Context: an optimization exercise on an open-source flow, tuned for small area, a short achievable clock period and few clock cycles per item. The choices shown serve that exercise and are no tape-out recipe.
Only simulation tests tie the RTL to the original design; equivalence was not proved.

==> design.v <==
module wsr_clz #(parameter W = 28, parameter OW = 6) (
    input  wire [W-1:0]  x,
    output reg  [OW-1:0] n
);
    integer k;
    always @* begin
        n = W[OW-1:0];
        for (k = 0; k < W; k = k + 1)
            if (x[k]) n = (W - 1 - k);
    end
endmodule
module wsr_ctz24 (
    input  wire [23:0] x,
    output reg  [4:0]  n
);
    integer k;
    always @* begin
        n = 5'd24;
        for (k = 23; k >= 0; k = k - 1)
            if (x[k]) n = k;
    end
endmodule
module wsr_ramp_acc (
    input  wire        clk,
    input  wire        load,       
    input  wire        d_sign,
    input  wire [7:0]  d_exp,
    input  wire [23:0] d_sig,
    input  wire        d_nan,
    input  wire        d_inf,
    input  wire        step,       
    output reg  [31:0] prod
);
    reg  [39:0] acc, add;
    reg  [8:0]  e;
    reg         first, sg, fnan, finf;
    wire [40:0] s = {1'b0, acc} + {1'b0, add};
    always @(posedge clk) begin
        if (load) begin
            acc   <= {d_sig, 16'd0};
            add   <= {d_sig, 16'd0};
            e     <= (d_exp == 8'd0) ? 9'd1 : {1'b0, d_exp};
            first <= 1'b1;
            sg    <= d_sign;
            fnan  <= d_nan;
            finf  <= d_inf;
        end else if (step) begin
            first <= 1'b0;
            if (!first) begin
                if (s[40]) begin
                    acc <= s[40:1];
                    add <= {1'b0, add[39:1]};
                    e   <= e + 9'd1;
                end else begin
                    acc <= s[39:0];
                end
            end
        end
    end
    wire        inc = acc[15] & (acc[16] | (|acc[14:0]));
    wire [31:0] pk  = {acc[39] ? e : 9'd0, acc[38:16]} + {31'd0, inc};
    wire        ovf = (pk[31:23] >= 9'd255);
    always @* begin
        if (fnan || (first && finf))
            prod = 32'h7FC00000;
        else if (finf)
            prod = {sg, 8'hFF, 23'd0};
        else if (first)
            prod = {sg, 31'd0};
        else if (ovf)
            prod = {sg, 8'hFF, 23'd0};
        else
            prod = {sg, pk[30:0]};
    end
endmodule
module wsr_fp_add_s0 (
    input  wire [31:0] a,
    input  wire [31:0] b,
    output wire [23:0] m_big,
    output wire [23:0] m_small,
    output wire [4:0]  dsh,        
    output wire [7:0]  e_big,
    output wire        sub,
    output wire        sign,
    output wire        zsign,
    output wire        nan,
    output wire        inf
);
    wire        a_ez  = (a[30:23] == 8'h00);
    wire        b_ez  = (b[30:23] == 8'h00);
    wire        a_ef  = (a[30:23] == 8'hFF);
    wire        b_ef  = (b[30:23] == 8'hFF);
    wire        a_mz  = (a[22:0] == 23'd0);
    wire        b_mz  = (b[22:0] == 23'd0);
    wire [7:0]  ea    = a_ez ? 8'd1 : a[30:23];
    wire [7:0]  eb    = b_ez ? 8'd1 : b[30:23];
    wire        swap  = (a[30:0] < b[30:0]);
    wire [7:0]  d_ab  = ea - eb;
    wire [7:0]  d_ba  = eb - ea;
    wire [7:0]  d     = swap ? d_ba : d_ab;
    assign dsh     = (d > 8'd27) ? 5'd27 : d[4:0];
    assign m_big   = swap ? {!b_ez, b[22:0]} : {!a_ez, a[22:0]};
    assign m_small = swap ? {!a_ez, a[22:0]} : {!b_ez, b[22:0]};
    assign e_big   = swap ? eb : ea;
    assign sub     = a[31] ^ b[31];
    assign sign    = swap ? b[31] : a[31];
    assign zsign   = a[31] & b[31];
    assign nan     = (a_ef && !a_mz) || (b_ef && !b_mz) || (a_ef && b_ef && (a[31] != b[31]));
    assign inf     = a_ef || b_ef;
endmodule
module wsr_fp_add_s1 (
    input  wire [23:0] m_big,
    input  wire [23:0] m_small,
    input  wire [4:0]  dsh,
    input  wire        sub,
    output wire [27:0] sum
);
    wire [49:0] al   = {m_small, 26'd0} >> dsh;
    wire [4:0]  tz;
    wsr_ctz24 u_tz (.x(m_small), .n(tz));
    wire        st   = (m_small != 24'd0) && ({1'b0, tz} + 6'd2 < {1'b0, dsh});
    wire [26:0] s_al = {al[49:24], st};
    wire [26:0] s_bg = {m_big, 3'b000};
    assign sum = sub ? ({1'b0, s_bg} - {1'b0, s_al})
                     : ({1'b0, s_bg} + {1'b0, s_al});
endmodule
module wsr_fp_add_s2 (
    input  wire [27:0]       sum,
    input  wire [7:0]        e_big,
    input  wire              sign,
    input  wire              zsign,
    input  wire              nan,
    input  wire              inf,
    output wire              y_sign,
    output wire signed [9:0] y_exp,
    output wire [23:0]       y_sig,
    output wire              y_nan,
    output wire              y_inf,
    output wire              y_zero
);
    wire [4:0]  lz;
    wsr_clz #(.W(28), .OW(5)) u_clz (.x(sum), .n(lz));
    wire [27:0] sn  = sum << lz;
    wire signed [9:0] ex = $signed({2'b0, e_big}) + 10'sd1 - $signed({5'b0, lz});
    wire        inc = sn[3] & ((|sn[2:0]) | sn[4]);
    wire [24:0] m25 = {1'b0, sn[27:4]} + {24'd0, inc};
    wire signed [9:0] ex_r = m25[24] ? ex + 10'sd1 : ex;
    wire        ovf = (ex_r > 10'sd254);
    wire        zero = (sum == 28'd0);
    assign y_nan  = nan;
    assign y_inf  = !nan && (inf || (!zero && ovf));
    assign y_zero = !nan && !inf && zero;
    assign y_sign = zero ? zsign : sign;
    assign y_exp  = ex_r;
    assign y_sig  = m25[24] ? 24'h800000 : m25[23:0];
endmodule
module wsr_fp_mul_s1 (
    input  wire               x_sign,
    input  wire [7:0]         x_expf,    
    input  wire [22:0]        x_man,     
    input  wire [4:0]         x_k,       
    input  wire               g_sign,
    input  wire signed [9:0]  g_exp,
    input  wire [22:0]        g_man,
    input  wire               g_nan,
    input  wire               g_inf,
    input  wire               g_zero,
    output wire [25:0]        p_hi,      
    output wire               p_st,      
    output wire signed [10:0] e47,       
    output wire               sign,
    output wire [1:0]         kind       
);
    wire        x_nan  = (x_expf == 8'hFF) && (x_man != 0);
    wire        x_inf  = (x_expf == 8'hFF) && (x_man == 0);
    wire        x_zero = (x_expf == 8'h00) && (x_k == 5'd0);
    wire [47:0] prod = {1'b1, x_man} * {1'b1, g_man};
    assign p_hi = prod[47:22];
    assign p_st = |prod[21:0];
    wire signed [10:0] ex = (x_expf == 8'd0) ? (11'sd1 - $signed({6'b0, x_k}))
                                             : $signed({3'b0, x_expf});
    assign e47  = ex + $signed({g_exp[9], g_exp}) - 11'sd126;
    assign sign = x_sign ^ g_sign;
    wire nan = x_nan || g_nan || (x_inf && g_zero) || (g_inf && x_zero);
    wire inf = x_inf || g_inf;
    wire zer = x_zero || g_zero;
    assign kind = nan ? 2'd3 : inf ? 2'd2 : zer ? 2'd1 : 2'd0;
endmodule
module wsr_fp_mul_s2 (
    input  wire [25:0]        p_hi,
    input  wire               p_st,
    input  wire signed [10:0] e47,
    input  wire               sign,
    input  wire [1:0]         kind,
    output reg  [31:0]        y
);
    wire        n47  = p_hi[25];
    wire [23:0] mant = n47 ? p_hi[25:2] : p_hi[24:1];
    wire        g    = n47 ? p_hi[1] : p_hi[0];
    wire        st   = p_st | (n47 & p_hi[0]);
    wire signed [10:0] e = n47 ? e47 : e47 - 11'sd1;
    wire        inc  = g & (st | mant[0]);
    wire [30:0] pk   = {mant[23] ? e[7:0] : 8'd0, mant[22:0]} + {30'd0, inc};
    wire        ovf  = (e > 11'sd254) || (pk[30:23] == 8'hFF);
    always @* begin
        case (kind)
            2'd3:    y = 32'h7FC00000;
            2'd2:    y = {sign, 8'hFF, 23'd0};
            2'd1:    y = {sign, 31'd0};
            default: y = ovf ? {sign, 8'hFF, 23'd0} : {sign, pk};
        endcase
    end
endmodule
module wsr_fp_div (
    input  wire              clk,
    input  wire              rst,
    input  wire              load_n,     
    input  wire [15:0]       n,
    input  wire              start,      
    input  wire              a_sign,
    input  wire signed [9:0] a_exp,
    input  wire [23:0]       a_sig,
    input  wire              a_nan,
    input  wire              a_inf,
    input  wire              a_zero,
    output wire              ready,
    output wire              d_sign,
    output wire [7:0]        d_exp,
    output wire [23:0]       d_sig,
    output wire              d_nan,
    output wire              d_inf
);
    localparam S_IDLE = 2'd0, S_DIV = 2'd1, S_DEN = 2'd2, S_DONE = 2'd3;
    reg  [1:0]  state;
    reg  [15:0] mb;
    reg  [3:0]  sn;
    reg  [24:0] rem;
    reg  [25:0] q;
    reg  [4:0]  cnt;
    reg signed [10:0] ex;
    reg         sg, fnan, finf, fzero;
    wire [16:0] dif = rem[24:8] - {1'b0, mb};
    wire        qb  = !dif[16];
    wire        fin = (cnt >= 5'd25) && (cnt == 5'd26 || q[24]);
    always @(posedge clk) begin
        if (rst) begin
            state <= S_IDLE;
        end else begin
            case (state)
                S_IDLE:  if (start)
                             state <= (a_nan || a_inf || a_zero) ? S_DONE : S_DIV;
                S_DIV:   if (mb[15] && fin)
                             state <= S_DEN;
                S_DEN:   if (!(ex < 11'sd1))
                             state <= S_DONE;
                default: if (load_n)
                             state <= S_IDLE;
            endcase
        end
    end
    always @(posedge clk) begin
        if (load_n) begin
            mb <= n;
            sn <= 4'd0;
        end else if (!mb[15]) begin
            mb <= {mb[14:0], 1'b0};
            sn <= sn + 4'd1;
        end
        case (state)
            S_IDLE: begin
                rem   <= {1'b0, a_sig};
                q     <= 26'd0;
                cnt   <= 5'd0;
                ex    <= $signed({a_exp[9], a_exp}) - 11'sd15;
                sg    <= a_sign;
                fnan  <= a_nan;
                finf  <= a_inf;
                fzero <= a_zero;
            end
            S_DIV: if (mb[15]) begin
                rem <= {(qb ? dif[15:0] : rem[23:8]), rem[7:0], 1'b0};
                q   <= {q[24:0], qb};
                cnt <= cnt + 5'd1;
                if (fin)
                    ex <= ex + $signed({7'b0, sn}) - ((cnt == 5'd26) ? 11'sd1 : 11'sd0);
            end
            S_DEN: begin
                if (ex < 11'sd1) begin
                    q  <= {1'b0, q[25:2], q[1] | q[0] | (rem != 0)};
                    ex <= ex + 11'sd1;
                end else begin
                    q[0] <= q[0] | (rem != 0);
                end
                rem <= 25'd0;
            end
            default: ;
        endcase
    end
    wire        inc = q[1] & (q[0] | q[2]);
    wire [30:0] pk  = {q[25] ? ex[7:0] : 8'd0, q[24:2]} + {30'd0, inc};
    assign ready  = (state == S_DONE);
    assign d_sign = sg;
    assign d_nan  = fnan;
    assign d_inf  = finf;
    assign d_exp  = fzero ? 8'd0 : pk[30:23];
    assign d_sig  = fzero ? 24'd0 : {pk[30:23] != 0, pk[22:0]};
endmodule
module wsr_ramp_scaler (
    input  wire        clk,
    input  wire        rst,
    input  wire        cmd_valid,
    output wire        cmd_ready,
    input  wire [31:0] cmd_gs,
    input  wire [31:0] cmd_ge,
    input  wire [15:0] cmd_n,
    input  wire [7:0]  cmd_c,
    input  wire        in_valid,
    output wire        in_ready,
    input  wire [31:0] in_data,
    output reg         out_valid,
    input  wire        out_ready,
    output reg  [31:0] out_data,
    output reg         out_last
);
    reg         cmd_rdy, in_rdy, in_rdy_o;
    assign cmd_ready = cmd_rdy;
    assign in_ready  = in_rdy_o;     
    reg         p_valid, p_subbed, p_loaded, p_nz;
    reg  [31:0] p_gs, p_ge;
    reg  [15:0] p_n;
    reg  [7:0]  p_c;
    reg         r_active, r_first;
    reg  [15:0] r_cnt;           
    reg  [31:0] gs_cur;
    reg         q_valid, q_sub, q_first, q_lastf;
    reg  [23:0] x_mbig, x_msmall;
    reg  [4:0]  x_dsh;
    reg  [7:0]  x_ebig;
    reg         x_addsub, x_sign, x_zsign, x_nan, x_inf;
    reg         a1_valid, a1_sub, a1_first, a1_lastf;
    reg  [27:0] a1_sum;
    reg  [7:0]  a1_ebig;
    reg         a1_sign, a1_zsign, a1_nan, a1_inf;
    reg         g_valid, g_lastf;
    reg         g_sign, g_nan, g_inf, g_zero;
    reg  signed [9:0] g_exp;
    reg  [22:0] g_man;
    reg         s0_valid, s0_nrm, s0_sign, s0_hid;
    reg  [7:0]  s0_expf;
    reg  [22:0] s0_man;
    reg  [4:0]  s0_k;
    reg  [7:0]  chan, cm1;
    reg         s1_valid, s1_dn, s1_last, s1_sign, s1_st;
    reg  [25:0] s1_p;
    reg  signed [10:0] s1_e;
    reg  [1:0]  s1_kind;
    reg         ob_valid, ob_last;
    reg  [31:0] ob_data;
    wire        go        = !ob_valid;
    wire        s1_stall  = s1_valid && s1_dn;
    wire        s1_adv    = go && !s1_stall;
    wire        s0_dep    = s0_valid && !s0_nrm && s1_adv && g_valid;
    wire        last_chan = (chan == cm1);
    wire        consume   = s0_dep && last_chan;
    wire        in_fire   = in_valid && in_rdy;
    wire        g_load    = a1_valid && !a1_sub && (!g_valid || consume);
    wire        a1_move   = a1_valid && (a1_sub || !g_valid || consume);
    wire        a1_accept = !a1_valid || a1_move;
    wire        q_accept  = !q_valid || a1_accept;
    wire        sub_pend  = p_valid && p_nz && !p_subbed;
    wire        inject    = sub_pend && q_accept;
    wire        r_issue   = r_active && q_accept && !sub_pend;
    wire        r_last    = (r_cnt == 16'd0);
    wire        div_ready, d_sign, d_nan, d_inf;
    wire [7:0]  d_exp;
    wire [23:0] d_sig;
    wire        y_sign, y_nan, y_inf, y_zero;
    wire signed [9:0] y_exp;
    wire [23:0] y_sig;
    wsr_fp_div u_div (
        .clk(clk), .rst(rst), .load_n(!p_valid), .n(cmd_n),
        .start(a1_valid && a1_sub),
        .a_sign(y_sign), .a_exp(y_exp), .a_sig(y_sig),
        .a_nan(y_nan), .a_inf(y_inf), .a_zero(y_zero),
        .ready(div_ready), .d_sign(d_sign), .d_exp(d_exp), .d_sig(d_sig),
        .d_nan(d_nan), .d_inf(d_inf));
    wire        r_load = p_valid && div_ready && !p_loaded && (!r_active || (r_issue && r_last));
    wire [31:0] r_prod;
    wsr_ramp_acc u_acc (
        .clk(clk), .load(r_load),
        .d_sign(d_sign), .d_exp(d_exp), .d_sig(d_sig), .d_nan(d_nan), .d_inf(d_inf),
        .step(r_issue), .prod(r_prod));
    wire [31:0] add_a = sub_pend ? p_ge : gs_cur;
    wire [31:0] add_b = sub_pend ? {~p_gs[31], p_gs[30:0]} : r_prod;
    wire [23:0] h_mbig, h_msmall;
    wire [4:0]  h_dsh;
    wire [7:0]  h_ebig;
    wire        h_addsub, h_sign, h_zsign, h_nan, h_inf;
    wsr_fp_add_s0 u_add0 (.a(add_a), .b(add_b), .m_big(h_mbig), .m_small(h_msmall),
                          .dsh(h_dsh), .e_big(h_ebig), .sub(h_addsub), .sign(h_sign),
                          .zsign(h_zsign), .nan(h_nan), .inf(h_inf));
    wire [27:0] h_sum;
    wsr_fp_add_s1 u_add1 (.m_big(x_mbig), .m_small(x_msmall), .dsh(x_dsh), .sub(x_addsub),
                          .sum(h_sum));
    wsr_fp_add_s2 u_add2 (.sum(a1_sum), .e_big(a1_ebig), .sign(a1_sign), .zsign(a1_zsign),
                          .nan(a1_nan), .inf(a1_inf),
                          .y_sign(y_sign), .y_exp(y_exp), .y_sig(y_sig),
                          .y_nan(y_nan), .y_inf(y_inf), .y_zero(y_zero));
    wire [25:0] m_phi;
    wire        m_pst, m_sign;
    wire signed [10:0] m_e47;
    wire [1:0]  m_kind;
    wsr_fp_mul_s1 u_mul1 (.x_sign(s0_sign), .x_expf(s0_expf), .x_man(s0_man), .x_k(s0_k),
                          .g_sign(g_sign), .g_exp(g_exp), .g_man(g_man),
                          .g_nan(g_nan), .g_inf(g_inf), .g_zero(g_zero),
                          .p_hi(m_phi), .p_st(m_pst), .e47(m_e47), .sign(m_sign), .kind(m_kind));
    wire [31:0] m_y;
    wsr_fp_mul_s2 u_mul2 (.p_hi(s1_p), .p_st(s1_st), .e47(s1_e), .sign(s1_sign),
                          .kind(s1_kind), .y(m_y));
    wire        s1_out   = go && s1_valid && !s1_dn;
    wire        out_free = !out_valid || out_ready;
    wire        p_valid_n  = !p_valid ? cmd_valid
                                      : (p_nz && !(g_load && a1_first));
    wire        g_valid_n  = g_load || (g_valid && !consume);
    wire        in_nrm     = (in_data[30:23] == 8'd0) && (in_data[22:0] != 23'd0);
    wire        s0_valid_n = in_fire || (s0_valid && !s0_dep);
    wire        s0_nrm_n   = in_fire ? in_nrm : (s0_nrm && !s0_man[22]);
    wire        s1_valid_n = s1_adv ? s0_dep : s1_valid;
    wire        s1_dn_n    = s1_adv ? ((m_e47 < 11'sd2) && (m_kind == 2'd0))
                                    : (s1_dn && (s1_e < 11'sd1));
    wire        ob_valid_n = ob_valid ? !out_free : (s1_out && !out_free);
    wire        s0_dep_n   = s0_valid_n && !s0_nrm_n && !ob_valid_n
                             && !(s1_valid_n && s1_dn_n) && g_valid_n;
    always @(posedge clk) begin
        if (!p_valid) begin
            p_gs <= cmd_gs;
            p_ge <= cmd_ge;
            p_n  <= cmd_n;
            p_c  <= cmd_c;
            p_nz <= (cmd_n != 16'd0);
        end
        if (r_load)
            r_cnt <= p_n - 16'd1;
        else if (r_issue)
            r_cnt <= r_cnt - 16'd1;
        if (q_accept) begin
            q_sub   <= inject;
            q_first <= r_first;
            q_lastf <= r_last;
            x_mbig   <= h_mbig;
            x_msmall <= h_msmall;
            x_dsh    <= h_dsh;
            x_ebig   <= h_ebig;
            x_addsub <= h_addsub;
            x_sign   <= h_sign;
            x_zsign  <= h_zsign;
            x_nan    <= h_nan;
            x_inf    <= h_inf;
        end
        if (r_load)
            gs_cur <= p_gs;
        if (a1_accept) begin
            a1_sub   <= q_sub;
            a1_first <= q_first;
            a1_lastf <= q_lastf;
            a1_sum   <= h_sum;
            a1_ebig  <= x_ebig;
            a1_sign  <= x_sign;
            a1_zsign <= x_zsign;
            a1_nan   <= x_nan;
            a1_inf   <= x_inf;
        end
        if (g_load) begin
            g_lastf <= a1_lastf;
            g_sign  <= y_sign;
            g_exp   <= y_exp;
            g_man   <= y_sig[22:0];
            g_nan   <= y_nan;
            g_inf   <= y_inf;
            g_zero  <= y_zero;
            if (a1_first)
                cm1 <= p_c - 8'd1;
        end
        if (in_rdy) begin
            s0_sign <= in_data[31];
            s0_expf <= in_data[30:23];
            s0_man  <= in_data[22:0];
            s0_k    <= 5'd0;
        end else if (s0_nrm) begin
            s0_man  <= {s0_man[21:0], 1'b0};
            s0_k    <= s0_k + 5'd1;
        end
        if (s1_adv) begin
            s1_p    <= m_phi;
            s1_st   <= m_pst;
            s1_e    <= m_e47;
            s1_sign <= m_sign;
            s1_kind <= m_kind;
            s1_last <= last_chan && g_lastf;
        end else if (s1_stall) begin
            s1_p    <= {1'b0, s1_p[25:1]};
            s1_st   <= s1_st | s1_p[0];
            s1_e    <= s1_e + 11'sd1;
        end
        if (!ob_valid) begin
            ob_data <= m_y;
            ob_last <= s1_last;
        end
        if (out_free) begin
            out_data <= ob_valid ? ob_data : m_y;
            out_last <= ob_valid ? ob_last : s1_last;
        end
        if (rst) begin
            cmd_rdy   <= 1'b0;
            in_rdy    <= 1'b0;
            in_rdy_o  <= 1'b0;
            p_valid   <= 1'b0;
            p_subbed  <= 1'b0;
            p_loaded  <= 1'b0;
            r_active  <= 1'b0;
            r_first   <= 1'b0;
            q_valid   <= 1'b0;
            a1_valid  <= 1'b0;
            g_valid   <= 1'b0;
            s0_valid  <= 1'b0;
            s0_nrm    <= 1'b0;
            s1_valid  <= 1'b0;
            s1_dn     <= 1'b0;
            ob_valid  <= 1'b0;
            out_valid <= 1'b0;
            chan      <= 8'd0;
        end else begin
            cmd_rdy <= !p_valid_n;
            in_rdy   <= !s0_valid_n || s0_dep_n;
            in_rdy_o <= !s0_valid_n || s0_dep_n;
            p_valid <= p_valid_n;
            if (!p_valid) begin
                p_subbed <= 1'b0;
                p_loaded <= 1'b0;
            end else begin
                if (inject)
                    p_subbed <= 1'b1;
                if (r_load)
                    p_loaded <= 1'b1;
            end
            if (r_load) begin
                r_active <= 1'b1;
                r_first  <= 1'b1;
            end else if (r_issue) begin
                r_first <= 1'b0;
                if (r_last)
                    r_active <= 1'b0;
            end
            if (q_accept)
                q_valid <= inject || r_issue;
            if (a1_accept)
                a1_valid <= q_valid;
            g_valid <= g_valid_n;
            s0_valid <= s0_valid_n;
            s0_nrm   <= s0_nrm_n;
            if (s0_dep)
                chan <= last_chan ? 8'd0 : chan + 8'd1;
            s1_valid <= s1_valid_n;
            s1_dn    <= s1_dn_n;
            ob_valid <= ob_valid_n;
            if (ob_valid)
                out_valid <= out_valid || out_free;
            else if (s1_out)
                out_valid <= 1'b1;
            else if (out_ready)
                out_valid <= 1'b0;
        end
    end
endmodule
==> run.sh <==
#!/bin/bash
# synth_recipe.tcl (not shown) runs the flow's synth.tcl, then flattens the netlist and writes it again
# the make line also repeats each setting of config.mk as NAME=value (left out here)
make -C /OpenROAD-flow-scripts/flow DESIGN_CONFIG=/design/flow/config.mk WORK_HOME=/design/flow/orfs CLKGATE_MAP_FILE= SYNTH_SCRIPT=/design/flow/synth_recipe.tcl finish
==> config.mk <==
export PLATFORM = sky130hd
export DESIGN_NAME = wsr_ramp_scaler
export DESIGN_NICKNAME = wsr_ramp_scaler
export VERILOG_FILES = /design/flow/design.v
export SDC_FILE = /design/flow/constraint.sdc
export NUM_CORES = 4
export LEC_CHECK = 0
export CAP_MARGIN = 20
export CORE_MARGIN = 2
export CORE_UTILIZATION = 40
export SLEW_MARGIN = 20
==> constraint.sdc <==
create_clock -name core_clock -period 36.0 [get_ports {clk}]
set_input_delay 7.2000 -clock core_clock [delete_from_list [all_inputs] [get_ports {clk}]]
set_output_delay 7.2000 -clock core_clock [all_outputs]
set_load 0.01 [all_outputs]
==> results_dict.tcl, run 1 <==
set metrics [dict create \
    syn_to_final_growth_pct 10.5 \
    most-common-layout-cells "728 x inv_1, 717 x nand2_1, 548 x edfxtp_1, 490 x fa_1, 407 x ha_1" \
    avgSynthCellArea_um2 9.60 \
    pre_cts_slack_ns 25.64 \
    vias 45500 \
    cp-end-kind "flip-flop" \
    synth_seq_cells 650 \
    synth_edf_count 548 \
    postCtsSetupBuffers 0 \
    rows 141 \
    worstSetupStartpointType "input port" \
    clk_path_buf_depth 3 \
    rsz0062_at_grt "no" \
    dieArea_mm2 0.152 \
    hold_start "x_ebig[7]" \
    finalInstanceArea_mm2 0.0657 \
    place_congestion 0.911 \
    synth_cells 6200 \
    fin_crit_sh_pct 26.6 \
    grt_max_degree 73 \
    hold_depth 0 \
    ctsHoldBuffers 0 \
    multi_input_comb_area_mm2 0.0372 \
    cts_tree "built" \
    ys.flop_type "edfxtp_1" \
    drt_iter0_markers 3294 \
    reg2reg_to "s1_p[22]" \
    viasPerCell 5.53 \
    place_hpwl_um 122000 \
    rr_startpoint "s0_man[4]" \
    post_cts_resized 0 \
    antenna_found_initial 4 \
    fin_skew_ns 0.0420 \
    slew_violations 0 \
    ys_warn_count 6 \
    io-pin-count 161 \
    drive_gt1_share_pct 5.08 \
    start_util_pct 40.3 \
    layout.nets 7256 \
    seq_area_mm2 0.0185 \
    drt-wirelength-per-cell_um 20.0 \
    yosysUniqueCellTypes 98 \
    hp-class "flip-flop to flip-flop" \
    path_class "input port to flip-flop" \
    fillCellCount 14200 \
    arrival_ns 10.15 \
    wl_um 164000 \
    grt_pass1_wl_um 260000 \
    async_flop_share_pct 0 \
    final_antenna_net_count 0 \
    finalSetupViolCount 0 \
    postPlaceCellArea_mm2 0.0631 \
    die_w_um 390 \
    worstPathRequired_ns 36.59 \
    core_region_area_mm2 0.148 \
    fmax_ghz 0.105 \
    rrSetupSlack_ns 26.75 \
    overflow 0 \
    final_cells 8229 \
    setup_slack_ns 26.44 \
    cp_max_fo 2 \
    firstDrtPassIters 5 \
    hold_viol 0 \
    ys_seq_area_share_pct 31.1 \
    grt_pass1_vias 45300 \
    ff2ff_path_depth 27 \
    clkTransAtPathRegs_ns 0.06 \
    cts-root-buf "clkbuf_16" \
    relSlewSlack_pct 26.6 \
    insertion_delay_ns 0.69 \
    grt_util_all_layers_pct 21.6 \
    tightest_slew_ns 1.09 \
    dp.cells 8085 \
    layout_commonest_cell "inv_1" \
    cts_inserted_buffers 76 \
    cts.sinks 650 \
    maxCapViolCount 0 \
    min_to "a1_ebig[7]" \
    drc_errors 0 \
    die_h_um 390 \
    min_period_ns 9.56 \
    numPortBuffers 160 \
    outcome "complete, no violations" \
    h-tree-depth 3 \
    synthesis.area_mm2 0.0595 \
    synth_fp_nets 7222 \
    fin_tns_setup_ns 0 \
]
registers in the layout, summed over array words and instances, names as in the netlist, 23 cells and up:
register	cells
a1_sum	28
g_man	23
gs_cur	32
ob_data	32
out_data	32
p_ge	32
p_gs	32
s0_man	23
s1_p	26
u_acc.acc	40
u_acc.add	40
u_div.q	26
u_div.rem	25
x_mbig	24
x_msmall	24
cells in the mapped netlist, types with 9 or more instances:
cell	instances	area [um2]
o22ai_1	48	300
o211ai_1	17	128
a21oi_1	315	1580
a221oi_1	17	149
fa_1	490	9810
a31oi_1	28	175
nor2_1	343	1290
nand2b_1	45	282
a211oi_1	22	165
nor3_1	114	571
and3_1	37	231
inv_1	731	2740
dfxtp_1	102	2040
nand2_1	718	2700
or2_2	20	125
and2_1	252	1580
mux2i_1	186	1860
nand4_1	78	488
o2bb2ai_1	19	166
mux2_2	48	541
o21bai_1	32	240
nor2b_1	48	300
buf_2	9	45.0
xnor2_1	216	1890
clkbuf_1	249	935
a21o_1	70	526
xor2_1	125	1090
a21boi_0	17	128
a22oi_1	24	180
or3_1	33	206
o21ai_0	226	1130
buf_1	24	90.1
nand3_1	110	551
mux4_2	16	360
a22o_1	58	508
o21a_1	26	195
and4_1	12	105
ha_1	407	5090
edfxtp_1	548	16500
o31ai_1	47	353
or4_1	16	120
nor4_1	80	500
worst max-delay path by stage:
stage | slack, ns | end | start
floorplan | 27.27 | in_rdy_o | out_ready
global placement | 25.66 | in_rdy_o | in_data[20]
detailed placement | 25.64 | in_rdy_o | in_data[20]
CTS | 26.40 | in_rdy_o | in_data[20]
global route | 26.24 | s1_p[22] | s0_man[4]
finish | 26.44 | in_rdy_o | in_data[20]
cells by family (layout without fill, tap and decap cells):
family          count (synthesis)  after routing  synth area share, %
compound gates               1086           1086                 11.8
xor+xnor                      341            341                 5.02
fa+ha+maj                     897            897                 25.0
buf+inv                      1027           1125                 6.56
flops                         650            650                 31.1
mux                           256            256                 4.76
other cells                     0              1                    0
simple gates                 1943           1943                 15.7
layout make-up:
class	count	share of cell area [%]
clock inverter	41	0.760
clock buffer	101	3.16
inverter	739	4.23
multi-input combinational	4523	56.6
timing repair buffer	244	3.46
sequential	650	28.1
tap	1930	3.67
antenna	1	0.00381
routing by layer:
layer | up-vias | wire length (um) | GRT usage (%)
li1 | 21400 | - | -
met1 | 22400 | 71100 | 28.9
met2 | 1386 | 78200 | 36.2
met3 | 280 | 9980 | 3.18
met4 | 2 | 5170 | 6.65
met5 | - | 13 | 0
critical path: stages:
cell and delay, ns:
clkdlybuf4s50_1 0.69, nor4_2 0.83, and4_1 0.49, a311oi_1 0.19
a31oi_1 0.47, o2111ai_1 0.16, o21ai_0 0.11
through the flow:
step                      utilization [%]  hold slack, ns
after floorplan                         -           0.400
after global placement               42.7           0.401
after detailed placement             42.7           0.405
after CTS                            44.5           0.407
after global routing                 44.5           0.425
final                                44.5           0.409
Testbench counts, summed over its fixed seeds: cycles 52,356, samples 52,064.
==> inputs of run 2 (changes only) <==
==> flow/run.sh (new file) <==
#!/bin/bash
# Own layout flow: the standard flow (standard.sh, unchanged synthesis),
# with the resizer's setup repair asked to keep a margin below the clock
# period, so that it sizes the cells on the longest paths instead of leaving
# the minimum-size cells that synthesis gave. The constraints (SDC) are
# the standard flow's own and unchanged. Each step's full output goes to a log here.
set -euo pipefail
export SETUP_SLACK_MARGIN=27.2
bash standard.sh synth > synth.log 2>&1
bash standard.sh finish > layout.log 2>&1
==> standard.sh (new file) <==
#!/bin/bash
# synth_recipe.tcl (not shown) runs the flow's synth.tcl, then flattens the netlist and writes it again
# the make line also repeats each setting of config.mk as NAME=value (left out here)
make -C /OpenROAD-flow-scripts/flow DESIGN_CONFIG=/design/flow/config.mk WORK_HOME=/design/flow/orfs CLKGATE_MAP_FILE= SYNTH_SCRIPT=/design/flow/synth_recipe.tcl "${@:-finish}"
removed: run.sh
==> run 2 against run 1 <==
Final cell count increased by 0.15%. Via count increased by 0.11%. Critical path type unchanged. Global-route usage increased by 0.074 points. Still clean.
==> results_dict.tcl, run 2 <==
set metrics [dict create \
    async_flop_share_pct 0 \
    rrSetupSlack_ns 27.69 \
    synth_fp_nets 7222 \
    rr_startpoint "g_man[5]" \
    h-tree-depth 3 \
    hp-class "flip-flop to flip-flop" \
    ys.flop_type "edfxtp_1" \
    synthesis.area_mm2 0.0595 \
    vias 45500 \
    io-pin-count 161 \
    postPlaceCellArea_mm2 0.0631 \
    fin_tns_setup_ns 0 \
    ff2ff_path_depth 28 \
    start_util_pct 40.3 \
    synth_top_cell_area_share_pct 27.7 \
    min_period_ns 8.79 \
    grt_util_all_layers_pct 21.7 \
    avgSynthCellArea_um2 9.60 \
    die_h_um 390 \
    worstSetupStartpointType "input port" \
    fin_skew_ns 0.0429 \
    finalSetupViolCount 0 \
    synth_cells 6200 \
    cp_slowest_stage_delay_ns 0.63 \
    cts-root-buf "clkbuf_16" \
    hold_depth 0 \
    fmax_ghz 0.114 \
    worstPathRequired_ns 36.54 \
    holdWs_ns 0.409 \
    place_congestion 0.911 \
    ctsHoldBuffers 0 \
    cp_max_fo 2 \
    clkTransAtPathRegs_ns 0.06 \
    drc_errors 0 \
    numPortBuffers 160 \
    finalInstanceArea_mm2 0.0658 \
    syn_to_final_growth_pct 10.7 \
    grt_pass1_vias 45300 \
    final_antenna_net_count 0 \
    layout_commonest_cell "inv_1" \
    cts.sinks 650 \
    arrival_ns 9.33 \
    reg2reg_to "s1_p[22]" \
    viasPerCell 5.53 \
    insertion_delay_ns 0.69 \
    place_hpwl_um 122000 \
    firstDrtPassIters 7 \
    most-common-layout-cells "728 x inv_1, 717 x nand2_1, 548 x edfxtp_1, 490 x fa_1, 407 x ha_1" \
    maxCapViolCount 0 \
    netlist_top_cells_count "731 x inv_1, 718 x nand2_1, 548 x edfxtp_1, 490 x fa_1, 407 x ha_1" \
    cts_inserted_buffers 76 \
    clk_path_buf_depth 3 \
    rows 141 \
    synth_top_area_cell "edfxtp_1" \
    fin_crit_sh_pct 24.4 \
    layout.nets 7267 \
    synth_edf_count 548 \
    fillCellCount 14200 \
    ys_seq_area_share_pct 31.1 \
    synth_seq_cells 650 \
    tightest_slew_ns 1.10 \
    overflow 0 \
    drt_iter0_markers 3401 \
    pre_cts_slack_ns 25.64 \
    drive_gt1_share_pct 5.36 \
    hold_viol 0 \
    grt_pass1_wl_um 260000 \
    slowest_stage "nor4_1" \
    synth_area_leaders "edfxtp_1 28%, fa_1 16%, ha_1 8.6%, inv_1 4.6%, nand2_1 4.5%" \
    cts_tree "built" \
    ys_warn_count 6 \
    cp-end-kind "flip-flop" \
    reg_top3 "u_acc.acc x40, u_acc.add x40" \
    path_class "input port to flip-flop" \
    drt-wirelength-per-cell_um 20.0 \
    setup_slack_ns 27.21 \
    die_w_um 390 \
    rsz0062_at_grt "no" \
    crit_chain "clkdlybuf4s50_1, nor4_1, and4_4, a311oi_2, a31oi_2, buf_4, nor2_1" \
    synth.most_common_cell "inv_1" \
    relSlewSlack_pct 25.4 \
    outcome "complete, no violations" \
    min_to "a1_ebig[7]" \
    yosysUniqueCellTypes 98 \
    slew_violations 0 \
    dieArea_mm2 0.152 \
    wl_um 165000 \
    grt_max_degree 73 \
    core_region_area_mm2 0.148 \
    hold_start "x_ebig[7]" \
    antenna_found_initial 4 \
]
## run 2: cell counts after synthesis
Identical to the previous run, type by type.
## run 2: how the worst max path moves through the flow
stage,startpoint,to,slack [ns],depth (start not counted)
4_1_cts,in_data[21],in_rdy_o,27.16,7
5_1_grt,in_data[4],in_rdy_o,27.20,7
6_report,in_data[4],s0_nrm,27.21,7
3_5_place_dp,in_data[20],in_rdy_o,25.64,7
2_1_floorplan,out_ready,in_rdy_o,27.27,4
3_3_place_gp,in_data[20],in_rdy_o,25.66,7
## run 2: kinds of logic (layout without fill, tap and decap cells)
| group | after synthesis | count (layout) | synth area share, % |
|---|---|---|---|
| buffers and inverters | 1027 | 1136 | 6.56 |
| AOI/OAI and AO/OA | 1086 | 1086 | 11.8 |
| and+or+nand+nor | 1943 | 1943 | 15.7 |
| DFF | 650 | 650 | 31.1 |
| adders and majority gates | 897 | 897 | 25.0 |
| muxes | 256 | 256 | 4.76 |
| other | 0 | 2 | 0 |
| xor gates and xnor gates | 341 | 341 | 5.02 |
## run 2: repair_timing
action / in CTS / in global routing
endpoints found under the hold margin: 0 / 0
resized for setup: 16 / 8
endpoints found under the setup margin: 20 / 11
pin swaps: 2 / 4
buffers inserted: 3 / 9
## run 2: routing by layer
metal | up-vias | share of wire, % | global-route usage (%)
met5 | - | 0.013 | 0
met4 | 4 | 3.1 | 6.61
met3 | 259 | 6.1 | 3.31
met2 | 1413 | 48 | 36.4
met1 | 22500 | 43 | 28.9
li1 | 21400 | - | -
## run 2: layout make-up
cell class / count / area [um2] / share of cell area [%]
Clock inverter: 41 / 499 / 0.758
Multi-Input combinational cell: 4523 / 37200 / 56.5
Antenna cell: 2 / 5.00 / 0.00760
Clock buffer: 101 / 2080 / 3.16
Timing Repair Buffer: 255 / 2340 / 3.55
Inverter: 739 / 2780 / 4.22
Sequential cell: 650 / 18500 / 28.1
Tap cell: 1930 / 2410 / 3.67
## run 2: critical path: cells and delay by family
kind / cells / cell delay, ns
simple gates: 3 / 1.07
compound gates: 2 / 0.47
buf+inv: 2 / 0.59
## run 2: per-stage QoR
step           utilization [%]  cells
6_report                  44.6   8241
5_1_grt                   44.6   8240
4_1_cts                   44.5   8230
3_5_place_dp              42.7   8085
3_3_place_gp              42.7   8084
2_1_floorplan                -   6200
==> inputs of run 3 (changes only) <==
==> flow/run.sh (replaced) <==
#!/bin/bash
# Own layout flow: the standard flow (standard.sh, unchanged synthesis),
# with two changes to how the layout is made:
#  - the port buffers are sky130_fd_sc_hd__buf_2 cells instead of the delay
#    buffers buffer_ports picks by default;
#  - the resizer's setup repair is asked to keep a margin below the clock
#    period, so that it sizes the cells on the longest paths instead of
#    leaving the minimum-size cells that synthesis gave.
# The constraints (SDC) are the standard flow's own and unchanged. Each step's full
# output goes to a log file here.
set -euo pipefail
export SETUP_SLACK_MARGIN=27.4
export BUFFER_PORTS_ARGS="-buffer_cell sky130_fd_sc_hd__buf_2"
bash standard.sh synth > synth.log 2>&1
bash standard.sh finish > layout.log 2>&1
--- a/config.mk
+++ b/config.mk
@@ -8,4 +8,5 @@
 export CAP_MARGIN = 20
 export CORE_MARGIN = 2
-export CORE_UTILIZATION = 40
+export CORE_UTILIZATION = 55
+export CTS_BUF_LIST = sky130_fd_sc_hd__clkbuf_8
 export SLEW_MARGIN = 20
==> run 3 against run 2 <==
Still clean on timing, DRC and antenna. Clock-buffer cell count is 22 higher. Routed wire length decreased by 2.0%. Hold slack worse by 0.014 ns. Core utilization rose by 15 points. Global-route usage grew 7.6 points. Critical path depth decreased by 6.
==> results_dict.tcl, run 3 <==
set metrics [dict create \
    outcome "complete, no violations" \
    min_period_ns 8.56 \
    most-common-layout-cells "755 x inv_1, 717 x nand2_1, 548 x edfxtp_1, 490 x fa_1, 407 x ha_1" \
    grt_util_all_layers_pct 29.3 \
    wl_um 162000 \
    rr_startpoint "s0_man[6]" \
    synth_area_leaders "edfxtp_1 28%, fa_1 16%, ha_1 8.6%, inv_1 4.6%, nand2_1 4.5%" \
    cp_slowest_stage_delay_ns 0.41 \
    drt_iter0_markers 3131 \
    synthesis.area_mm2 0.0595 \
    cts-root-buf "clkbuf_8" \
    fin_skew_ns 0.0863 \
    place_hpwl_um 120000 \
    netlist_top_cells_count "731 x inv_1, 718 x nand2_1, 548 x edfxtp_1, 490 x fa_1, 407 x ha_1" \
    die_w_um 333 \
    place_congestion 0.914 \
    layout_commonest_cell "inv_1" \
    grt_max_degree 77 \
    synth_cells 6200 \
    antenna_found_initial 5 \
    path_depth 1 \
    drt-wirelength-per-cell_um 20.8 \
    grt_pass1_wl_um 257000 \
    cp-endpoint "out_data[1]" \
    clkTransAtPathRegs_ns 0.06 \
    rrSetupSlack_ns 27.83 \
    rows 120 \
    clk_path_buf_depth 3 \
    utilization_pct 59.8 \
    die_h_um 333 \
    reg2reg_to "s1_p[25]" \
    reg_top3 "u_acc.acc x40, u_acc.add x40" \
    synth.most_common_cell "inv_1" \
    ff2ff_path_depth 26 \
    cts_inserted_buffers 111 \
    hp-class "flip-flop to flip-flop" \
    overflow 0 \
    async_flop_share_pct 0 \
    cp-end-kind "output pin" \
    crit_chain "buf_2" \
    viasPerCell 5.84 \
    drc_errors 0 \
    ys_seq_area_share_pct 31.1 \
    worstPathRequired_ns 28.80 \
    tightest_slew_ns 1.07 \
    grt_pass1_vias 45300 \
    relSlewSlack_pct 29.0 \
    firstDrtPassIters 5 \
    synth_fp_nets 7222 \
    drive_gt1_share_pct 8.42 \
    slowest_stage "edfxtp_1" \
    dieArea_mm2 0.111 \
    multi_input_comb_area_mm2 0.0372 \
    synth_edf_count 548 \
    avgSynthCellArea_um2 9.60 \
    slew_violations 0 \
    final_antenna_net_count 0 \
    cp_max_fo 1 \
    core_region_area_mm2 0.107 \
    fin_crit_sh_pct 23.8 \
    seq_area_mm2 0.0185 \
    crit_start "out_data[1]" \
    numPortBuffers 160 \
    cts.sinks 650 \
    io-pin-count 161 \
    h-tree-depth 3 \
    fmax_ghz 0.117 \
    path_delay_family "flip-flops" \
    arrival_ns 1.36 \
    finalSetupViolCount 0 \
    vias 45400 \
    syn_to_final_growth_pct 7.73 \
    maxCapViolCount 0 \
    fillCellCount 9483 \
    rsz0062_at_grt "yes" \
    hold_viol 0 \
    ctsHoldBuffers 0 \
    fin_tns_setup_ns 0 \
    synth_top_area_cell "edfxtp_1" \
    path_class "flip-flop to output pin" \
    start_util_pct 55.5 \
    worstSetupStartpointType "flip-flop" \
    yosysUniqueCellTypes 98 \
    layout.nets 7294 \
    insertion_delay_ns 0.82 \
    synth_seq_cells 650 \
    ys.flop_type "edfxtp_1" \
    cts_tree "built" \
    synth_top_cell_area_share_pct 27.7 \
    critical_path_buf_inv_count 1 \
    ys_warn_count 6 \
]
-- run 3: per-layer routing --
layer  track usage (%)  part of all wire (%)  vias up
li1                  -                     -    21500
met1              39.6                    44    22200
met2              48.6                    48     1407
met3              3.80                   5.3      280
met4              10.2                   3.5        0
met5                 0                     0        -
-- run 3: timing repair --
| item | CTS | global route |
|---|---|---|
| resized for setup | 1 | 7 |
| pin swaps | 1 | 0 |
| buffers inserted | 3 | 4 |
| endpoints found under the setup margin | 9 | 12 |
-- run 3: worst min-delay path by stage --
| stage | start | cells after the start | end | slack (ns) |
|---|---|---|---|---|
| after floorplan | x_ebig[0] | 0 | a1_ebig[0] | 0.40 |
| after global placement | x_ebig[1] | 0 | a1_ebig[1] | 0.40 |
| after detailed placement | x_ebig[1] | 0 | a1_ebig[1] | 0.40 |
| after CTS | x_ebig[3] | 0 | a1_ebig[3] | 0.39 |
| after global routing | x_ebig[3] | 0 | a1_ebig[3] | 0.41 |
| final | x_ebig[3] | 0 | a1_ebig[3] | 0.40 |
-- run 3: layout make-up --
type / count / share of cell area [%]
repair buffers: 247 / 2.28
clock buffers: 123 / 2.64
well taps: 1403 / 2.74
inverters: 739 / 4.34
multi-input cells: 4523 / 58.1
flip-flops and latches: 650 / 28.9
diodes: 4 / 0.0156
clock inverters: 83 / 1.07
-- run 3: worst register-to-register path: stages (launching register included) --
cell,delay (ns)
edfxtp_1,0.57
buf_6,0.28
nand2_1,0.13
fa_1,0.56
inv_1,0.06
fa_1,0.56
fa_1,0.44
fa_1,0.52
inv_1,0.07
fa_1,0.51
fa_1,0.54
inv_1,0.06
fa_1,0.48
ha_1,0.37
a211oi_1,0.36
and3b_1,0.24
o211ai_1,0.11
nand3_1,0.24
a31oi_1,0.19
o21a_1,0.21
nor2_1,0.34
or3_1,0.19
and3_1,0.23
nor4_1,0.09
o32a_1,0.37
xnor2_1,0.16
nor2_1,0.05
-- run 3: stage by stage --
step           area (um2)  cells  hold slack [ns]  worst slack (ns)
5_1_grt             64100   7770            0.411             27.35
3_3_place_gp        61600   7555            0.403             26.88
6_report            64100   7772            0.395             27.44
3_5_place_dp        61600   7555            0.405             26.77
2_1_floorplan       59500   6200            0.400             27.60
4_1_cts             64000   7764            0.393             27.36
-- run 3: cell families (layout without fill, tap and decap cells) --
kind of cell | Yosys count | count (layout) | synth area share [%]
simple gates | 1943 | 1943 | 15.7
compound gates | 1086 | 1086 | 11.8
buf+inv | 1027 | 1192 | 6.56
fa+ha+maj | 897 | 897 | 25.0
flops | 650 | 650 | 31.1
xor+xnor | 341 | 341 | 5.02
mux | 256 | 256 | 4.76
other cells | 0 | 4 | 0
==> inputs of run 4 (changes only) <==
--- a/design.v
+++ b/design.v
@@ -217,4 +217,6 @@
     input  wire              load_n,     
     input  wire [15:0]       n,
+    input  wire [31:0]       ge,         
+    output wire [31:0]       ge_q,
     input  wire              start,      
     input  wire              a_sign,
@@ -267,8 +269,12 @@
             sn <= sn + 4'd1;
         end
+        if (load_n)
+            {rem[5:0], q} <= ge;
+        else if (state == S_IDLE && start) begin
+            rem   <= {1'b0, a_sig};
+            q     <= 26'd0;
+        end
         case (state)
             S_IDLE: begin
-                rem   <= {1'b0, a_sig};
-                q     <= 26'd0;
                 cnt   <= 5'd0;
                 ex    <= $signed({a_exp[9], a_exp}) - 11'sd15;
@@ -300,4 +306,5 @@
     wire [30:0] pk  = {q[25] ? ex[7:0] : 8'd0, q[24:2]} + {30'd0, inc};
     assign ready  = (state == S_DONE);
+    assign ge_q   = {rem[5:0], q};
     assign d_sign = sg;
     assign d_nan  = fnan;
@@ -327,5 +334,5 @@
     assign in_ready  = in_rdy_o;     
     reg         p_valid, p_subbed, p_loaded, p_nz;
-    reg  [31:0] p_gs, p_ge;
+    reg  [31:0] p_gs;
     reg  [15:0] p_n;
     reg  [7:0]  p_c;
@@ -373,4 +380,5 @@
     wire        r_last    = (r_cnt == 16'd0);
     wire        div_ready, d_sign, d_nan, d_inf;
+    wire [31:0] p_ge;            
     wire [7:0]  d_exp;
     wire [23:0] d_sig;
@@ -379,5 +387,5 @@
     wire [23:0] y_sig;
     wsr_fp_div u_div (
-        .clk(clk), .rst(rst), .load_n(!p_valid), .n(cmd_n),
+        .clk(clk), .rst(rst), .load_n(!p_valid), .n(cmd_n), .ge(cmd_ge), .ge_q(p_ge),
         .start(a1_valid && a1_sub),
         .a_sign(y_sign), .a_exp(y_exp), .a_sig(y_sig),
@@ -423,7 +431,8 @@
                                       : (p_nz && !(g_load && a1_first));
     wire        g_valid_n  = g_load || (g_valid && !consume);
-    wire        in_nrm     = (in_data[30:23] == 8'd0) && (in_data[22:0] != 23'd0);
+    wire        in_nrm     = (in_data[30:23] == 8'd0);
+    wire        s0_mz      = (s0_man == 23'd0);
     wire        s0_valid_n = in_fire || (s0_valid && !s0_dep);
-    wire        s0_nrm_n   = in_fire ? in_nrm : (s0_nrm && !s0_man[22]);
+    wire        s0_nrm_n   = in_fire ? in_nrm : (s0_nrm && !s0_man[22] && !s0_mz);
     wire        s1_valid_n = s1_adv ? s0_dep : s1_valid;
     wire        s1_dn_n    = s1_adv ? ((m_e47 < 11'sd2) && (m_kind == 2'd0))
@@ -435,5 +444,4 @@
         if (!p_valid) begin
             p_gs <= cmd_gs;
-            p_ge <= cmd_ge;
             p_n  <= cmd_n;
             p_c  <= cmd_c;
@@ -487,5 +495,5 @@
             s0_man  <= in_data[22:0];
             s0_k    <= 5'd0;
-        end else if (s0_nrm) begin
+        end else if (s0_nrm && !s0_mz) begin
             s0_man  <= {s0_man[21:0], 1'b0};
             s0_k    <= s0_k + 5'd1;
==> run 4 against run 3 <==
Core utilization increased by 0.23 points. Final cell count increased by 0.18%. Via count rose by 0.70%. First-iteration DRC count is 11% higher. Synthesized area decreased by 1.6%. Register-to-register slack got worse by 0.05 ns. Critical path type unchanged.
==> results_dict.tcl, run 4 <==
set metrics [dict create \
    fmax_ghz 0.117 \
    slew_violations 0 \
    synth_seq_cells 618 \
    synth_cells 6205 \
    reg_top3 "u_acc.acc x40, u_acc.add x40" \
    synth_top_area_cell "edfxtp_1" \
    utilization_pct 60.0 \
    slowest_stage "dfxtp_4" \
    most-common-layout-cells "732 x inv_1, 710 x nand2_1, 490 x fa_1, 465 x edfxtp_1, 408 x ha_1" \
    min_period_ns 8.54 \
    grt_pass1_vias 44900 \
    drt_iter0_markers 3468 \
    cts_tree "built" \
    ys_seq_area_share_pct 29.1 \
    grt_pass1_wl_um 260000 \
    place_hpwl_um 123000 \
    rows 119 \
    synth.most_common_cell "nand2_1" \
    cp-end-kind "output pin" \
    numPortBuffers 160 \
    hold_viol 0 \
    place_congestion 0.918 \
    worstPathRequired_ns 28.80 \
    firstDrtPassIters 24 \
    pre_cts_slack_ns 26.98 \
    maxCapViolCount 0 \
    fin_crit_sh_pct 23.7 \
    synth_top_family_by_area "adder cells" \
    vias 45700 \
    synth_xor_area_share_pct 5.37 \
    die_h_um 330 \
    clkTransAtPathRegs_ns 0.06 \
    synth_area_leaders "edfxtp_1 24%, fa_1 17%, ha_1 8.7%, dfxtp_1 5.2%, nand2_1 4.6%" \
    grt_max_degree 87 \
    crit_chain "buf_12, buf_6" \
    clk_path_buf_depth 3 \
    io-pin-count 161 \
    relSlewSlack_pct 26.3 \
    ys_warn_count 6 \
    cp_slowest_stage_delay_ns 0.35 \
    cts-root-buf "clkbuf_8" \
    fin_tns_setup_ns 0 \
    worstSetupStartpointType "flip-flop" \
    dieArea_mm2 0.109 \
    antenna_found_initial 9 \
    synth_simple_gate_area_share_pct 16.1 \
    layout.nets 7317 \
    ys.flop_type "edfxtp_1" \
    die_w_um 330 \
    tightest_slew_ns 1.11 \
    cts_inserted_buffers 108 \
    setup_slack_ns 27.46 \
    synth_compound_area_share_pct 12.1 \
    cts.sinks 618 \
    start_util_pct 55.5 \
    overflow 0 \
    core_region_area_mm2 0.105 \
    drt-wirelength-per-cell_um 21.4 \
    synth_top_cell_area_share_pct 23.9 \
    synth_fp_nets 7228 \
    synthAdderAreaFrac_pct 25.5 \
    finalSetupViolCount 0 \
    synth_edf_count 465 \
    fin_skew_ns 0.0788 \
    grt_util_all_layers_pct 30.8 \
    avgSynthCellArea_um2 9.43 \
    layout_commonest_cell "inv_1" \
    synth_mux_area_share_pct 5.09 \
    viasPerCell 5.87 \
    rsz0062_at_grt "yes" \
    path_class "flip-flop to output pin" \
    wl_um 167000 \
    async_flop_share_pct 0 \
    holdWs_ns 0.411 \
    yosysUniqueCellTypes 107 \
    netlist_top_cells_count "712 x nand2_1, 703 x inv_1, 490 x fa_1, 465 x edfxtp_1, 408 x ha_1" \
    arrival_ns 1.34 \
    final_antenna_net_count 0 \
    hp-class "flip-flop to flip-flop" \
    drc_errors 0 \
    drive_gt1_share_pct 9.22 \
    h-tree-depth 3 \
    synthesis.area_mm2 0.0585 \
    outcome "complete, no violations" \
    syn_to_final_growth_pct 8.12 \
    insertion_delay_ns 0.82 \
    cp_max_fo 2 \
]
[run 4: cell types whose count changed after synthesis, moves of 18 or more]
cell | previous run | this run
a21oi_1 | 315 | 344
a22o_1 | 58 | 31
edfxtp_1 | 548 | 465
nand3_1 | 110 | 134
dfxtp_1 | 102 | 153
inv_1 | 731 | 703
nor4_1 | 80 | 51
o2bb2ai_1 | 19 | 1
a22oi_1 | 24 | 53
and3_1 | 37 | 65
[run 4: logic make-up (layout without fill, tap and decap cells)]
kind of cell             count (synthesis)  after routing
AND/OR/NAND/NOR                       1941           1941
other                                    0              7
adder cells (fa/ha/maj)                898            898
XOR/XNOR                               357            357
multiplexers                           271            271
flip-flops                             618            618
AO/OA/AOI/OAI                         1105           1105
buffers and inverters                 1015           1198
[run 4: worst max-delay path, delay by kind of cell (launching register included)]
kind                   cells  cell delay [ns]
flip-flops                 1             0.35
buffers and inverters      2             0.23
[run 4: worst paths after layout]
check	start	to	slack [ns]	cells past startpoint
worst min-delay path	x_ebig[7]	a1_ebig[7]	0.41	0
worst min register to register	x_ebig[7]	a1_ebig[7]	0.41	0
worst max-delay path	in_rdy_o	in_ready	27.46	2
worst max register to register	g_man[9]	s1_p[24]	27.78	25
[run 4: layout make-up]
cell class / count / area (um2)
diodes: 7 / 17.5
clock buffers: 118 / 1620
clock inverters: 86 / 591
fillers: 9455 / 42100
inverters: 711 / 2690
multi-input cells: 4572 / 37700
flip-flops and latches: 618 / 17000
well taps: 1391 / 1740
repair buffers: 283 / 1890
[run 4: metrics by stage]
stage | cell area, um2 | std cells
after detailed placement | 60400 | 7520
final | 63300 | 7786
after floorplan | 58500 | 6205
after CTS | 63100 | 7764
after global placement | 60400 | 7520
after global routing | 63300 | 7781
[run 4: what timing repair did]
action / CTS / global route
buffers inserted: 38 / 15
gates resized for setup: 5 / 14
setup endpoints to repair: 8 / 14
cloned: 2 / 0
hold buffers: 0 / 0
[run 4: per-layer routing]
metal / vias up / wire (um) / global-route usage (%)
li1: 21500 / - / -
met3: 297 / 10400 / 4.63
met5: - / 48 / 0
met1: 22500 / 69800 / 40.4
met4: 8 / 7040 / 12.0
met2: 1477 / 79700 / 51.3
Testbench counts of run 4, summed over its fixed seeds: cycles 52,356, samples 52,064.
==> inputs of run 5 (changes only) <==
--- a/config.mk
+++ b/config.mk
@@ -8,5 +8,7 @@
 export CAP_MARGIN = 20
 export CORE_MARGIN = 2
-export CORE_UTILIZATION = 55
+export CORE_UTILIZATION = 60
 export CTS_BUF_LIST = sky130_fd_sc_hd__clkbuf_8
+export CTS_CLUSTER_DIAMETER = 60
+export CTS_CLUSTER_SIZE = 14
 export SLEW_MARGIN = 20
==> run 5 against run 4 <==
Via count rose by 0.15%. Still clean on timing, DRC and antenna. Synthesized area did not move. Final cell count fell by 2.3%. Critical endpoint unchanged. Largest cell class unchanged. Register-to-register slack barely moved. Synthesized cell count did not move. Critical path depth did not move.
==> results_dict.tcl, run 5 <==
set metrics [dict create \
    hold_start "q_first" \
    synthesis.area_mm2 0.0585 \
    most-common-layout-cells "718 x inv_1, 711 x nand2_1, 490 x fa_1, 465 x edfxtp_1, 408 x ha_1" \
    cp_max_fo 2 \
    finalSetupViolCount 0 \
    ys.flop_type "edfxtp_1" \
    finalInstanceArea_mm2 0.0625 \
    ys_seq_area_share_pct 29.1 \
    synth.most_common_cell "nand2_1" \
    setup_slack_ns 27.47 \
    dieArea_mm2 0.100 \
    viasPerCell 6.02 \
    start_util_pct 60.5 \
    yosysUniqueCellTypes 107 \
    hold_viol 0 \
    grt_pass1_wl_um 254000 \
    synth_edf_count 465 \
    maxCapViolCount 0 \
    final_antenna_net_count 0 \
    worstSetupStartpointType "flip-flop" \
    hp-class "flip-flop to flip-flop" \
    synth_top_area_cell "edfxtp_1" \
    die_w_um 316 \
    ys_warn_count 6 \
    holdWs_ns 0.423 \
    path_class "flip-flop to output pin" \
    path_delay_family "flip-flops" \
    numPortBuffers 160 \
    synth_area_leaders "edfxtp_1 24%, fa_1 17%, ha_1 8.7%, dfxtp_1 5.2%, nand2_1 4.6%" \
    synth_cells 6205 \
    worstPathRequired_ns 28.80 \
    drt_iter0_markers 3856 \
    grt_pass1_vias 44600 \
    synth_seq_cells 618 \
    cts_inserted_buffers 71 \
    avgSynthCellArea_um2 9.43 \
    fin_crit_sh_pct 23.7 \
    pre_cts_slack_ns 27.22 \
    grt_max_degree 99 \
    synth_fp_nets 7228 \
    die_h_um 316 \
    crit_start "in_rdy_o" \
    drt-wirelength-per-cell_um 21.6 \
    layout_commonest_cell "inv_1" \
    cts-root-buf "clkbuf_8" \
    final_cells 7607 \
    clk_path_buf_depth 3 \
    cts.sinks 618 \
    rsz0062_at_grt "yes" \
    ctsHoldBuffers 0 \
    slowest_stage "dfxtp_4" \
    netlist_top_cells_count "712 x nand2_1, 703 x inv_1, 490 x fa_1, 465 x edfxtp_1, 408 x ha_1" \
    drive_gt1_share_pct 8.82 \
    reg_top3 "u_acc.acc x40, u_acc.add x40" \
    fin_skew_ns 0.0524 \
    seq_area_mm2 0.0170 \
    clkTransAtPathRegs_ns 0.09 \
    antenna_found_initial 9 \
    min_period_ns 8.53 \
    rrSetupSlack_ns 27.79 \
    firstDrtPassIters 7 \
    critical_path_buf_inv_count 2 \
    insertion_delay_ns 0.75 \
    place_hpwl_um 121000 \
    rr_startpoint "g_man[10]" \
    cts_tree "built" \
    syn_to_final_growth_pct 6.78 \
    wl_um 164000 \
    relSlewSlack_pct 25.4 \
    synth_top_cell_area_share_pct 23.9 \
    dp.cells 7405 \
    h-tree-depth 3 \
    outcome "complete, no violations" \
    fmax_ghz 0.117 \
    vias 45800 \
    async_flop_share_pct 0 \
    cp-end-kind "output pin" \
    rows 114 \
    fin_tns_setup_ns 0 \
    postPlaceCellArea_mm2 0.0603 \
    hold_depth 0 \
    place_congestion 0.946 \
    tightest_slew_ns 1.12 \
    arrival_ns 1.33 \
    overflow 0 \
    core_region_area_mm2 0.0967 \
    slew_violations 0 \
    utilization_pct 64.6 \
    cp_slowest_stage_delay_ns 0.36 \
    io-pin-count 161 \
    drc_errors 0 \
    crit_chain "buf_12, buf_2" \
    ff2ff_path_depth 25 \
    grt_util_all_layers_pct 32.7 \
    multi_input_comb_area_mm2 0.0377 \
    fillCellCount 8165 \
    layout.nets 7293 \
    min_to "a1_first" \
    reg2reg_to "s1_p[24]" \
]
## run 5: cell counts after synthesis
No cell type changed its count.
## run 5: final cells by class
| cell class | instances | area share (%) |
|---|---|---|
| sequential | 618 | 27.3 |
| inverter | 711 | 4.29 |
| antenna | 2 | 0.00801 |
| clock inverter | 58 | 0.805 |
| timing repair buffer | 295 | 3.17 |
| tap | 1276 | 2.55 |
| clock buffer | 74 | 1.63 |
| multi-input combinational | 4573 | 60.3 |
## run 5: kinds of logic (layout without fill, tap and decap cells)
| family | after synthesis | count (layout) | synth area share [%] |
|---|---|---|---|
| AO/OA/AOI/OAI | 1105 | 1106 | 12.1 |
| other | 0 | 2 | 0 |
| AND/OR/NAND/NOR | 1941 | 1941 | 16.1 |
| adder cells (fa/ha/maj) | 898 | 898 | 25.5 |
| flip-flops | 618 | 618 | 29.1 |
| multiplexers | 271 | 271 | 5.09 |
| XOR/XNOR | 357 | 357 | 5.37 |
| buffers and inverters | 1015 | 1138 | 6.68 |
## run 5: layer usage
| layer | track usage [%] | up-vias | wire length, um | share of wire (%) |
|---|---|---|---|---|
| li1 | - | 21400 | - | - |
| met1 | 43.2 | 22300 | 66800 | 41 |
| met2 | 54.3 | 1744 | 78400 | 48 |
| met3 | 4.45 | 372 | 11200 | 6.8 |
| met4 | 14.2 | 10 | 7580 | 4.6 |
| met5 | 0 | - | 60 | 0.037 |
## run 5: worst max path at each step
stage               cells after the start  endpoint  slack [ns]
floorplan                               5  in_rdy_o       27.72
global placement                       26  s1_p[24]       27.37
detailed placement                     26  s1_p[24]       27.22
CTS                                    25  s1_p[24]       27.40
global route                           25  s1_p[24]       27.34
finish                                  2  in_ready       27.47
## run 5: repair_timing
action | CTS | global route
cloned | 2 | 1
buffers inserted | 16 | 49
resized for setup | 4 | 7
setup endpoints to repair | 6 | 14
==> inputs of run 6 (changes only) <==
--- a/config.mk
+++ b/config.mk
@@ -6,9 +6,9 @@
 export NUM_CORES = 4
 export LEC_CHECK = 0
-export CAP_MARGIN = 20
+export CAP_MARGIN = 5
 export CORE_MARGIN = 2
-export CORE_UTILIZATION = 60
+export CORE_UTILIZATION = 70
 export CTS_BUF_LIST = sky130_fd_sc_hd__clkbuf_8
 export CTS_CLUSTER_DIAMETER = 60
-export CTS_CLUSTER_SIZE = 14
-export SLEW_MARGIN = 20
+export CTS_CLUSTER_SIZE = 16
+export SLEW_MARGIN = 5
==> run 6 against run 5 <==
Critical path type unchanged. Register-to-register slack got worse by 0.02 ns. Critical path depth unchanged. Final area decreased by 0.98%. Synthesized cell count unchanged. Still clean.
==> results_dict.tcl, run 6 <==
set metrics [dict create \
    die_w_um 293 \
    ys_warn_count 6 \
    cp-end-kind "output pin" \
    synth_mux_area_share_pct 5.09 \
    grt_util_all_layers_pct 36.7 \
    finalSetupViolCount 0 \
    drt-wirelength-per-cell_um 21.7 \
    synth_top_cell_area_share_pct 23.9 \
    cp_max_fo 2 \
    core_region_area_mm2 0.0832 \
    synthAdderAreaFrac_pct 25.5 \
    synth_edf_count 465 \
    h-tree-depth 2 \
    avgSynthCellArea_um2 9.43 \
    outcome "complete, no violations" \
    grt_pass1_wl_um 248000 \
    layout_commonest_cell "inv_1" \
    synth_simple_gate_area_share_pct 16.1 \
    wl_um 160000 \
    hp-class "flip-flop to flip-flop" \
    grt_max_degree 99 \
    cts-root-buf "clkbuf_8" \
    rsz0062_at_grt "yes" \
    slowest_stage "dfxtp_4" \
    drc_errors 0 \
    vias 46400 \
    cts_inserted_buffers 57 \
    most-common-layout-cells "712 x inv_1, 711 x nand2_1, 490 x fa_1, 465 x edfxtp_1, 408 x ha_1" \
    synth.most_common_cell "nand2_1" \
    drt_iter0_markers 4291 \
    fin_tns_setup_ns 0 \
    insertion_delay_ns 0.76 \
    yosysUniqueCellTypes 107 \
    reg_top3 "u_acc.acc x40, u_acc.add x40" \
    clk_path_buf_depth 3 \
    start_util_pct 70.4 \
    synthesis.area_mm2 0.0585 \
    synth_top_family_by_area "adder cells" \
    worstSetupStartpointType "flip-flop" \
    cts.sinks 618 \
    ctsHoldBuffers 0 \
    min_period_ns 8.54 \
    antenna_found_initial 9 \
    worstPathRequired_ns 28.80 \
    firstDrtPassIters 6 \
]
==> run 6: cell types whose count changed in the layout (fill, tap and decap cells not counted), moves of 3 or more <==
cell,change
inv_8,-3
inv_6,-3
buf_4,-12
buf_8,-3
clkinv_2,-5
clkbuf_8,-12
inv_1,-6
==> run 6: kinds of logic (layout without fill, tap and decap cells) <==
family                   after synthesis  in the layout
AND/OR/NAND/NOR                     1941           1941
AO/OA/AOI/OAI                       1105           1106
buffers and inverters               1015           1094
adder cells (fa/ha/maj)              898            898
flip-flops                           618            618
XOR/XNOR                             357            357
multiplexers                         271            271
other                                  0              3
==> run 6: worst paths after layout <==
kind              from          to  slack [ns]  cells past startpoint
max           in_rdy_o    in_ready       27.46                      2
min          x_ebig[2]  a1_ebig[2]        0.43                      0
max reg2reg  s0_man[8]    s1_p[22]       27.77                     30
min reg2reg  x_ebig[2]  a1_ebig[2]        0.43                      0
==> run 6: stage by stage <==
stage          cell area [um2]  setup slack (ns)  std cells
3_3_place_gp             60000             27.40       7209
6_report                 61900             27.46       7368
4_1_cts                  61500             27.40       7324
5_1_grt                  61900             27.41       7367
3_5_place_dp             60000             27.25       7209
2_1_floorplan            58500             27.72       6205
==> run 6: layout make-up <==
type	count	area (um2)
Clock buffer	62	853
Clock inverter	43	429
Tap cell	1080	1350
Sequential cell	618	17000
Inverter	711	2690
Antenna cell	3	7.51
Timing Repair Buffer	278	1820
Multi-Input combinational cell	4573	37700
Fill cell	6160	21300
==> run 6: worst reg2reg max path: cells and delay by family (launching register included) <==
kind | cells | cell delay [ns]
AOI/OAI and AO/OA | 12 | 2.51
xor gates and xnor gates | 1 | 0.15
buffers and inverters | 6 | 0.59
adders and majority gates | 8 | 3.89
DFF | 1 | 0.45
and+or+nand+nor | 3 | 0.35
==> run 6: layer usage <==
| metal | track usage, % | share of wire, % | up-vias |
|---|---|---|---|
| met1 | 47.3 | 39 | 22500 |
| li1 | - | - | 21300 |
| met5 | 0 | 0.058 | - |
| met2 | 60.7 | 47 | 2096 |
| met4 | 17.7 | 5.6 | 14 |
| met3 | 6.13 | 8.4 | 455 |
==> run 6: repair_timing <==
action                     4_1_cts  5_1_grt
setup endpoints to repair        3       14
setup buffers                    8       40
cloned                           2        1
gates resized for setup          4        8

[static timing again, ports no longer ideal]
The flow's constraints put no driver on any port. The routed layouts listed below were extracted and timed again, unchanged, in two steps.
Step 1 (the two cells are an assumption about what drives the block):
set clk [get_ports {clk}]
set_driving_cell -lib_cell sky130_fd_sc_hd__clkbuf_16 $clk
set_driving_cell -lib_cell sky130_fd_sc_hd__buf_2 [delete_from_list [all_inputs] $clk]
Step 2 moves the port delays by t, midway between the first and last clock arrival at a register: inputs arrive t later, outputs are due t later. That takes back most of the time a late clock gives input paths.
Three values: ideal, step 1, step 2; two values: the first two.
run | t, ns | slack for setup (ns) | hold slack, ns
run 1 | 0.739 | 26.438 / 26.486 / 25.747 | 0.409 / 0.409 / 0.409
run 2 | 0.740 | 27.213 / 27.205 / 26.522 | 0.409 / 0.409 / 0.409
run 3 | 0.843 | 27.435 / 27.365 / 27.195 | 0.395 / 0.395 / 0.395
run 4 | 0.852 | 27.462 / 27.391 / 27.332 | 0.411 / 0.411 / 0.411
run 5 | 0.801 | 27.467 / 27.395 / 27.404 | 0.423 / 0.423 / 0.423
run 6 | 0.787 | 27.458 / 27.387 / 27.391 | 0.428 / 0.428 / 0.428
After both steps every run listed still meets setup and hold.
